Background: an optimization exercise with open tools, aiming at small area and a short achievable clock period. Do not read the settings as production practice. The RTL was checked by simulation tests, not by an equivalence proof against the original design. Power figures rest on the tool's default switching activity, not on a simulated workload.

==> flow/config.mk <==
export PLATFORM = sky130hd
export DESIGN_NAME = execute_alu_forward_unit
export DESIGN_NICKNAME = execute_alu_forward_unit
export VERILOG_FILES = /design/flow/design.v
export SDC_FILE = /design/flow/constraint.sdc
export NUM_CORES = 4
export LEC_CHECK = 0
export ABC_AREA = 1
export CAP_MARGIN = 20
export CORE_MARGIN = 2
export CORE_UTILIZATION = 60
export SLEW_MARGIN = 20
==> flow/constraint.sdc <==
create_clock -name core_clock -period 110.0 [get_ports {clk}]
set_input_delay 22.0000 -clock core_clock [delete_from_list [all_inputs] [get_ports {clk}]]
set_output_delay 22.0000 -clock core_clock [all_outputs]
set_load 0.01 [all_outputs]
==> flow/design.v <==
module exec_alu_row #(
    parameter W = 1
) (
    input  wire [W-1:0] x,
    input  wire [W-1:0] y,
    input  wire         cin,
    input  wire         div,     
    input  wire         hz,      
    input  wire         force_sel,  
    output wire         qbit,
    output wire [W-1:0] out
);
    wire [W:0] s = {1'b0, x} + {1'b0, y} + {{W{1'b0}}, cin};
    assign qbit = s[W] & hz;
    wire sel = div ? qbit : force_sel;
    assign out = sel ? s[W-1:0] : x;
endmodule
module exec_alu_front #(
    parameter K = 19
) (
    input  wire [2:0]   op,
    input  wire [31:0]  a,
    input  wire [31:0]  b,
    output wire [31:0]  x,       
    output wire [31:0]  y,       
    output wire [K-1:0] q,       
    output wire [3:0]   fl       
);
    wire is_div = op[2] | (op[1] & op[0]);
    wire is_mul = ~op[2] & op[1] & ~op[0];
    wire inv    = is_div | (~op[1] & op[0]);
    assign fl = {~op[2] & op[1] & op[0], inv, is_mul, is_div};
    assign y = is_mul ? a : (b ^ {32{inv}});
    wire [31:0] nb = is_mul ? 32'd0 : a;    
    wire [32:0] hz;
    assign hz[32] = 1'b1;
    genvar w;
    generate
        for (w = 31; w >= 0; w = w - 1) begin : hzg
            assign hz[w] = hz[w+1] & ~b[w];
        end
    endgenerate
    wire [31:0] o [0:K];
    assign o[0] = 32'd0;
    generate
        for (w = 1; w <= K; w = w + 1) begin : row
            wire [w-1:0] xr;
            if (w == 1) begin : x1
                assign xr = nb[32-w];
            end else begin : xn
                assign xr = {o[w-1][w-2:0], nb[32-w]};
            end
            wire [w-1:0] orow;
            exec_alu_row #(.W(w)) r (
                .x(xr), .y(y[w-1:0]), .cin(inv), .div(is_div), .hz(hz[w]),
                .force_sel(is_mul & b[32-w]), .qbit(q[K-w]), .out(orow)
            );
            assign o[w] = {{(32-w){1'b0}}, orow};
        end
    endgenerate
    assign x = {o[K][K-1:0], (is_mul ? b[31-K:0] : a[31-K:0])};
endmodule
module exec_alu #(
    parameter K = 19
) (
    input  wire [3:0]   fl,      
    input  wire [31:0]  x,
    input  wire [31:0]  y,
    input  wire [K-1:0] qh,
    output wire [31:0]  value,
    output wire         fault
);
    wire is_div = fl[0];
    wire is_mul = fl[1];
    wire inv    = fl[2];
    wire is_quo = fl[3];
    wire [32:0] hz;
    assign hz[32] = 1'b1;
    genvar w;
    generate
        for (w = 31; w >= 0; w = w - 1) begin : hzg
            assign hz[w] = hz[w+1] & y[w];
        end
    endgenerate
    wire b_zero = hz[0];
    wire [31:0] low = x[31-K:0];                
    wire [31:0] o [K:32];
    assign o[K] = {{(32-K){1'b0}}, x[31:32-K]};
    wire [31-K:0] ql;
    generate
        for (w = K + 1; w <= 32; w = w + 1) begin : row
            wire [w-1:0] xr = {o[w-1][w-2:0], low[32-w] & ~is_mul};
            wire [w-1:0] orow;
            exec_alu_row #(.W(w)) r (
                .x(xr), .y(y[w-1:0]), .cin(inv), .div(is_div), .hz(hz[w]),
                .force_sel(is_mul ? low[32-w] : (w == 32)), .qbit(ql[32-w]), .out(orow)
            );
            assign o[w] = {{(32-w){1'b0}}, orow};
        end
    endgenerate
    assign fault = is_div & b_zero;
    assign value = fault ? 32'd0 : is_quo ? {qh, ql} : o[32];
endmodule
module execute_alu_forward_unit #(
    parameter XLEN  = 32,
    parameter PCW   = 32,
    parameter LANES = 2,
    parameter K     = 18
) (
    input  wire                  clk,
    input  wire                  rst,
    input  wire [LANES-1:0]      iss_valid,
    input  wire [LANES*3-1:0]    iss_op,
    input  wire [LANES*XLEN-1:0] iss_a,
    input  wire [LANES*XLEN-1:0] iss_b,
    input  wire [LANES*6-1:0]    iss_dest,
    input  wire [LANES*PCW-1:0]  iss_pc,
    output wire [LANES-1:0]      res_valid,
    output wire [LANES*PCW-1:0]  res_pc,
    output wire [LANES*6-1:0]    res_dest,
    output wire [LANES*XLEN-1:0] res_value,
    output wire [LANES-1:0]      res_fault,
    output wire [LANES-1:0]      res_wakeup
);
    reg [LANES-1:0]      lat_valid;
    reg [LANES*4-1:0]    lat_fl;
    reg [LANES*XLEN-1:0] lat_x;
    reg [LANES*XLEN-1:0] lat_y;
    reg [LANES*K-1:0]    lat_q;
    reg [LANES*6-1:0]    lat_dest;
    reg [LANES*PCW-1:0]  lat_pc;
    wire [LANES*XLEN-1:0] nx;
    wire [LANES*XLEN-1:0] ny;
    wire [LANES*K-1:0]    nq;
    wire [LANES*4-1:0]    nfl;
    genvar i;
    generate
        for (i = 0; i < LANES; i = i + 1) begin : front
            exec_alu_front #(.K(K)) fr (
                .op(iss_op[i*3 +: 3]),
                .a (iss_a[i*XLEN +: XLEN]),
                .b (iss_b[i*XLEN +: XLEN]),
                .x (nx[i*XLEN +: XLEN]),
                .y (ny[i*XLEN +: XLEN]),
                .q (nq[i*K +: K]),
                .fl(nfl[i*4 +: 4])
            );
        end
    endgenerate
    always @(posedge clk) begin
        if (rst) begin
            lat_valid <= {LANES{1'b0}};
        end else begin
            lat_valid <= iss_valid;
        end
        lat_fl   <= nfl;
        lat_x    <= nx;
        lat_y    <= ny;
        lat_q    <= nq;
        lat_dest <= iss_dest;
        lat_pc   <= iss_pc;
    end
    generate
        for (i = 0; i < LANES; i = i + 1) begin : lane
            wire [XLEN-1:0] value;
            wire            fault;
            exec_alu #(.K(K)) alu (
                .fl   (lat_fl[i*4 +: 4]),
                .x    (lat_x[i*XLEN +: XLEN]),
                .y    (lat_y[i*XLEN +: XLEN]),
                .qh   (lat_q[i*K +: K]),
                .value(value),
                .fault(fault)
            );
            assign res_valid[i]              = lat_valid[i];
            assign res_pc[i*PCW +: PCW]      = lat_pc[i*PCW +: PCW];
            assign res_dest[i*6 +: 6]        = lat_dest[i*6 +: 6];
            assign res_value[i*XLEN +: XLEN] = value;
            assign res_fault[i]              = lat_valid[i] & fault;
            assign res_wakeup[i]             = lat_valid[i] & ~fault;
        end
    endgenerate
endmodule
==> flow/flow/run.sh <==
#!/bin/bash
set -eo pipefail
PORTBUF="BUFFER_PORTS_ARGS=-buffer_cell sky130_fd_sc_hd__buf_1"
bash standard.sh SETUP_SLACK_MARGIN=44 TNS_END_PERCENT=0 "$PORTBUF" cts > make_cts.log 2>&1
bash standard.sh SETUP_SLACK_MARGIN=40 TNS_END_PERCENT=0 "$PORTBUF" finish > make_finish.log 2>&1
==> flow/standard.sh <==
#!/bin/bash
# synth_recipe.tcl (not shown) runs the flow's synth.tcl, then flattens the netlist and writes it again
# the make line also repeats each setting of config.mk as NAME=value (left out here)
make -C /OpenROAD-flow-scripts/flow DESIGN_CONFIG=/design/flow/config.mk WORK_HOME=/design/flow/orfs CLKGATE_MAP_FILE= SYNTH_SCRIPT=/design/flow/synth_recipe.tcl "${@:-finish}"
==> results of run 1 <==
## path summary, 6_finish.rpt
kind	slack [ns]	end	from
worst min-delay path	21.51	lat_pc[12]	iss_pc[12]
worst max-delay path	43.32	res_value[49]	lat_y[61]
## cell usage after synthesis (10+ instances only)
library cell,count
xor2_1,535
clkbuf_1,73
nand4_1,47
buf_6,24
nand3_1,620
ha_1,990
nor2_2,16
a21boi_1,26
o21ai_0,389
o21a_1,28
buf_4,53
a211oi_1,31
o31ai_1,21
o21ai_1,227
dfxtp_1,250
or2_2,130
fa_1,126
nand2_1,2698
nor4_1,12
a21boi_2,13
xnor2_1,287
or2_1,10
nand3_2,78
a21oi_1,1113
o21bai_1,107
nand3b_1,34
o211ai_1,27
inv_2,66
a21o_1,38
nand2_2,96
a21boi_0,17
and2_1,58
nor3_1,46
buf_2,71
a21oi_2,27
o21ai_2,228
inv_1,1277
nor2_1,498
a31oi_1,48
## repair_timing
item	CTS	global route
cloned	18	5
endpoints found under the hold margin	0	0
resized for setup	94	13
endpoints found under the setup margin	69	101
pin swaps	11	5
hold buffers	0	0
buffers inserted	27	15
## state kept, by name, summed over array words and instances, names as in the netlist
| signal | count |
|---|---|
| lat_x | 64 |
| lat_y | 64 |
| lat_dest | 12 |
| lat_q | 36 |
| lat_valid | 2 |
| lat_fl | 8 |
| lat_pc | 64 |
## area by class of cell
type	count	area [um2]	area share [%]
well taps	1488	1860	2.60
inverters	1356	5210	7.28
clock buffers	27	653	0.912
multi-input cells	8738	56000	78.2
diodes	16	40.0	0.0559
repair buffers	520	2610	3.64
clock inverters	18	181	0.253
repair inverters	12	75.1	0.105
flip-flops and latches	250	5010	6.99
## report_power, final
group | switching (mW) | internal, mW | leakage, nW
combinational | 1.13 | 0.683 | 35.6
clock | 0.0417 | 0.0485 | 0.400
sequential | 0.00746 | 0.101 | 2.09
total | 1.17 | 0.832 | 38.1
## metal layers
| layer | share of wire (%) | wire length [um] |
|---|---|---|
| met3 | 8.8 | 19800 |
| met4 | 4.0 | 8900 |
| met2 | 43 | 95700 |
| met5 | 0.0058 | 13 |
| met1 | 45 | 101000 |
## cell families after synthesis
| kind of cell | after synthesis | share of synthesized area [%] |
|---|---|---|
| AOI/OAI and AO/OA | 2413 | 21.5 |
| xor gates and xnor gates | 822 | 10.8 |
| adders and majority gates | 1116 | 22.3 |
| buffers and inverters | 1588 | 9.63 |
| DFF | 250 | 7.47 |
| and+or+nand+nor | 4376 | 28.4 |
## through the flow
step,hold WS (ns),util (%),instances
2_1_floorplan,22.03,-,10565
3_3_place_gp,22.09,63.1,12299
3_5_place_dp,22.09,63.1,12299
4_1_cts,21.49,64.5,12389
5_1_grt,21.51,64.7,12423
6_report,21.51,64.7,12425
==> run_results.csv, run 1 <==
group,metric,value,unit
worst_setup_path,crit_required,88.00,ns
sta,setup_viol,0,
yosys,synth_largest_area_cell,"ha_1",
sta,max-slew-margin-rel,23.5,%
clock_network,clk_path_buf_depth,3,
clock_network,cts_buffers,25,
power_and_ir_drop,vdd_ir_drop_max,0.0213,mV
global_route,use_met2,59.4,%
worst_setup_path,critPathKind,"register to output port",
floorplan,std_cell_rows,122,
yosys,synth-main-ff-cell,"dfxtp_1",
sta,worstMarginPinSlew,1.14,ns
routing,vias,71804,
yosys,synthTopCellsByArea,"ha_1 18%, nand2_1 15%, a21oi_1 8.3%",
yosys,syn_avg_cell_area,6.34,um2
sta,fin_crit_sh,60.6,%
power_and_ir_drop,p_leak,38.1,nW
yosys,synth_top_area_share,18.5,%
power_and_ir_drop,p_per_area,28.0,mW/mm2
sta,min_period,66.68,ns
worst_setup_path,path_delay_family,"compound AO/OA/AOI/OAI gates",
worst_hold_path,hold_class,"primary input to register",
routing,wl_per_cell,18.1,um
sta,fin_ws,43.32,ns
power_and_ir_drop,total_power,2.01,mW
finish,syn_to_final_growth,6.95,%
routing,totalWireLength,225,mm
routing,firstDrtPassIters,6,
yosys,syn_inst,10565,
worst_setup_path,cp.depth,290,
routing,vias_per_cell,5.78,
worst_setup_path,worstSetupStartpointType,"register",
floorplan,dieArea,0.114,mm2
finish,final_area,0.0716,mm2
global_route,grt_pass1_vias,65554,
floorplan,die_w,338,um
routing,ant_nets,0,
finish,nets,12233,
global_route,grt_first_pass_wirelength,347,mm
floorplan,pin_count,360,
routing,drcViolationCount,0,
floorplan,core_area,0.111,mm2
global_route,gr-total-overflow,0,
sta,grt_setup_unrepaired,"yes",
worst_setup_path,max_stage_delay,0.49,ns
worst_setup_path,end_kind,"output port",
yosys,synth_warnings,3,
status,outcome,"timing/DRC/antenna clean",
placement,preCtsSetupSlack,37.72,ns
floorplan,initial_core_util,60.5,%
worst_setup_path,path_max_fanout,48,
global_route,antenna_found_initial,15,
finish,layout-drive-gt1-share,9.50,%
placement,dpl_cell_area,0.0698,mm2
worst_setup_path,path_buf_inv,27,
sta,timing.fmax,0.0150,GHz
global_route,use_met3,4.16,%
placement,portBuffers,359,
finish,final_common_cell,"nand2_1",
global_route,grt_max_degree,71,
clock_network,clk_pin_slew,0.08,ns
global_route,grt_util_all_layers,37.8,%
clock_network,cts.htree.levels,1,
placement,dp.final_hpwl,175,mm
yosys,synth-seq-cells,250,
clock_network,cts_tree,"done",
clock_network,root_buffer,"clkbuf_16",
worst_setup_path,cp_common_cell,"nand2_1",
floorplan,die_h,338,um
worst_hold_path,min_path_cells,1,
placement,place.gp.congestion,1.00,
sta,setup_tns,0,ns
sta,hold_violations,0,
clock_network,clock_sinks,250,
yosys,synth_edf_count,0,
sta,drv_slew,0,
routing,drtIter0Drc,5885,
yosys,syn_nets,11895,
finish,nFillCells,10675,
flow_run,maxCapViolations,0,
global_route,use_met1,53.4,%
worst_setup_path,arrival,44.68,ns
yosys,ys_seq_area_share,7.47,%
finish,layout_common_cells,"2691 x nand2_1, 1256 x inv_1, 1087 x a21oi_1",
yosys,post_synth_num_cell_types,78,
yosys,netlist_area,0.0670,mm2
worst_setup_path,slowest_stage,"dfxtp_1",
yosys,ys_async_sr_fraction,0,%
global_route,grt_busiest_layer,"met2",
==> run 2, diff against run 1 <==
==> flow/flow/run.sh (replaced) <==
#!/bin/bash
set -eo pipefail
PORTBUF="BUFFER_PORTS_ARGS=-buffer_cell sky130_fd_sc_hd__buf_1"
bash standard.sh SETUP_SLACK_MARGIN=47 TNS_END_PERCENT=0 "$PORTBUF" cts > make_cts.log 2>&1
bash standard.sh SETUP_SLACK_MARGIN=38 TNS_END_PERCENT=0 "$PORTBUF" finish > make_finish.log 2>&1
==> run 2 against run 1 <==
Compared with the run above: clock power is essentially flat; via count is 0.75% higher; synthesized cell count is the same; final area rose by 1.8%.
==> run_results.csv, run 2 <==
group,metric,value,unit
status,outcome,"timing/DRC/antenna clean",
yosys,yosysMostFrequentCell,"nand2_1",
yosys,synth_top_area_share,18.5,%
yosys,synth_edf_count,0,
worst_hold_path,hold_class,"primary input to register",
sta,grt_setup_unrepaired,"no",
power_and_ir_drop,swShare,58.4,%
sta,fin_ws,46.16,ns
clock_network,cts.htree.levels,1,
placement,dpl_cell_area,0.0698,mm2
yosys,synth-main-ff-cell,"dfxtp_1",
yosys,syn_inst,10565,
global_route,use_met3,5.15,%
global_route,grt_pass1_vias,66590,
sta,fin_crit_sh,58.0,%
worst_hold_path,min_path_cells,1,
floorplan,std_cell_rows,122,
power_and_ir_drop,intPower,0.845,mW
routing,firstDrtPassIters,6,
finish,nets,12317,
floorplan,core_area,0.111,mm2
routing,vias_per_cell,5.78,
yosys,synthTopCellsByCount,"2698 x nand2_1, 1277 x inv_1, 1113 x a21oi_1",
yosys,ys_seq_area_share,7.47,%
power_and_ir_drop,power_frac_comb,90.2,%
global_route,antenna_found_initial,15,
power_and_ir_drop,p_clk_share,4.4,%
yosys,synth_largest_area_cell,"ha_1",
yosys,post_synth_num_cell_types,78,
global_route,gr-total-overflow,0,
global_route,grt_first_pass_wirelength,353,mm
yosys,synthTopCellsByArea,"ha_1 18%, nand2_1 15%, a21oi_1 8.3%",
clock_network,root_buffer,"clkbuf_16",
yosys,syn_nets,11895,
finish,layout_common_cells,"2689 x nand2_1, 1247 x inv_1, 1079 x a21oi_1",
global_route,grt_util_all_layers,38.4,%
finish,final_area,0.0729,mm2
worst_setup_path,cp_common_cell,"nand2_1",
worst_setup_path,arrival,41.84,ns
placement,dp.final_hpwl,175,mm
clock_network,cts_tree,"done",
sta,min_period,63.84,ns
power_and_ir_drop,p_leak,38.6,nW
power_and_ir_drop,total_power,2.03,mW
global_route,grt_busiest_layer,"met2",
yosys,ys_async_sr_fraction,0,%
finish,syn_to_final_growth,8.91,%
clock_network,clock_sinks,250,
worst_setup_path,worstSetupStartpointType,"register",
global_route,use_met2,60.5,%
placement,portBuffers,359,
power_and_ir_drop,vdd_ir_drop_max,0.0213,mV
sta,hold_violations,0,
routing,vias,72339,
sta,drv_slew,0,
routing,drcViolationCount,0,
routing,drtIter0Drc,5863,
power_and_ir_drop,seqPwrFrac,5.3,%
routing,wl_per_cell,18.2,um
sta,setup_tns,0,ns
sta,worstMarginPinSlew,1.16,ns
routing,totalWireLength,227,mm
routing,ant_nets,0,
worst_setup_path,path_max_fanout,37,
worst_setup_path,crit_required,88.00,ns
sta,timing.fmax,0.0157,GHz
clock_network,clk_path_buf_depth,3,
floorplan,die_h,338,um
worst_setup_path,critPathKind,"register to output port",
finish,layout-drive-gt1-share,10.7,%
floorplan,die_w,338,um
floorplan,pin_count,360,
placement,place.gp.congestion,1.00,
floorplan,initial_core_util,60.5,%
worst_setup_path,max_stage_delay,0.41,ns
power_and_ir_drop,p_per_area,27.8,mW/mm2
yosys,synth_warnings,3,
yosys,netlist_area,0.0670,mm2
sta,max-slew-margin-rel,21.6,%
worst_setup_path,end_kind,"output port",
power_and_ir_drop,p_switching,1.18,mW
finish,final_common_cell,"nand2_1",
worst_setup_path,slowest_stage,"dfxtp_2",
flow_run,maxCapViolations,0,
yosys,synth-seq-cells,250,
sta,setup_viol,0,
finish,reg_top3,"lat_pc x64, lat_x x64, lat_y x64",
global_route,use_met1,53.3,%
floorplan,dieArea,0.114,mm2
global_route,grt_max_degree,71,
clock_network,clk_pin_slew,0.08,ns
clock_network,holdBufCountCts,0,
clock_network,cts_buffers,25,
placement,preCtsSetupSlack,37.72,ns
yosys,syn_avg_cell_area,6.34,um2
==> run 2: kinds of logic (layout without fill, tap and decap cells) <==
family / Yosys count / in the layout / synth area share (%)
AO/OA/AOI/OAI: 2413 / 2423 / 21.5
XOR/XNOR: 822 / 822 / 10.8
adder cells (fa/ha/maj): 1116 / 1116 / 22.3
buffers and inverters: 1588 / 2017 / 9.63
flip-flops: 250 / 250 / 7.47
other: 0 / 16 / 0
AND/OR/NAND/NOR: 4376 / 4377 / 28.4
==> run 2: power groups by stage <==
stage / Combinational, mW / Sequential (mW) / Clock (mW)
detailed placement: 1.74 / 0.110 / 0
finish: 1.83 / 0.108 / 0.0902
global route: 2.03 / 0.109 / 0.0934
floorplan: 1.36 / 0.115 / 0
global placement: 1.72 / 0.110 / 0
CTS: 1.79 / 0.108 / 0.0913
==> run 2: worst max-delay path, delay by kind of cell, from the launching register on <==
family,cells,cell delay (ns)
xor gates and xnor gates,1,0.25
adders and majority gates,13,4.53
buffers and inverters,27,3.55
and+or+nand+nor,122,12.93
AOI/OAI and AO/OA,128,19.46
DFF,1,0.41
==> run 2: cell type report <==
cell class,count,area (um2)
repair buffers,598,3460
flip-flops and latches,250,5010
clock inverters,18,181
fillers,10532,37700
repair inverters,18,109
well taps,1488,1860
multi-input cells,8738,56300
clock buffers,27,653
inverters,1356,5280
diodes,16,40.0
==> run 2: metal layers <==
| metal | routed length, um | share of wire, % |
|---|---|---|
| met2 | 97000 | 43 |
| met4 | 9390 | 4.1 |
| met1 | 100000 | 44 |
| met3 | 20600 | 9.1 |
| met5 | 13 | 0.0057 |
==> run 2: path summary, 6_finish.rpt <==
| kind | start | to |
|---|---|---|
| min | iss_pc[12] | lat_pc[12] |
| max | lat_y[61] | res_value[63] |
==> run 2: repair_timing <==
item | CTS | global route
endpoints found under the hold margin | 0 | 0
buffers inserted | 115 | 0
gates resized for setup | 244 | 0
endpoints found under the setup margin | 103 | 0
==> run 2: through the flow <==
step | util, % | cells | hold WS (ns)
after floorplan | - | 10565 | 22.03
after global placement | 63.1 | 12299 | 22.09
after detailed placement | 63.1 | 12299 | 22.09
after CTS | 65.9 | 12493 | 21.49
after global routing | 65.9 | 12507 | 21.50
final | 65.9 | 12509 | 21.51

==> separate check: timing with driven ports <==
Ports are ideal in the flow. The routed layouts listed here were re-timed in OpenROAD. Step 1 (the two cells are an assumption about what drives the block):
set clk [get_ports {clk}]
set_driving_cell -lib_cell sky130_fd_sc_hd__clkbuf_16 $clk
set_driving_cell -lib_cell sky130_fd_sc_hd__buf_2 [delete_from_list [all_inputs] $clk]
Step 2, shift: input delay + t, output delay - t, t = (earliest + latest rising clock arrival at the registers) / 2. This alone moves slack from input paths to output paths. Three values: no drivers, after step 1, after step 2; two values: the first two.
| run | shift t [ns] | slack for setup (ns) | worst hold slack (ns) | worst slew at a driven data input, ns |
|---|---|---|---|---|
| run 1 | 0.637 | 43.322 / 43.258 / 43.629 | 21.507 / 21.469 / 22.105 | 0.11 |
| run 2 | 0.641 | 46.161 / 46.095 / 45.688 | 21.506 / 21.466 / 22.107 | 0.12 |
After both steps setup and hold are still met in every run listed. For run 2, which loses most, drivers alone change the setup slack by -0.066 ns; drivers and shift together by -0.473 ns.
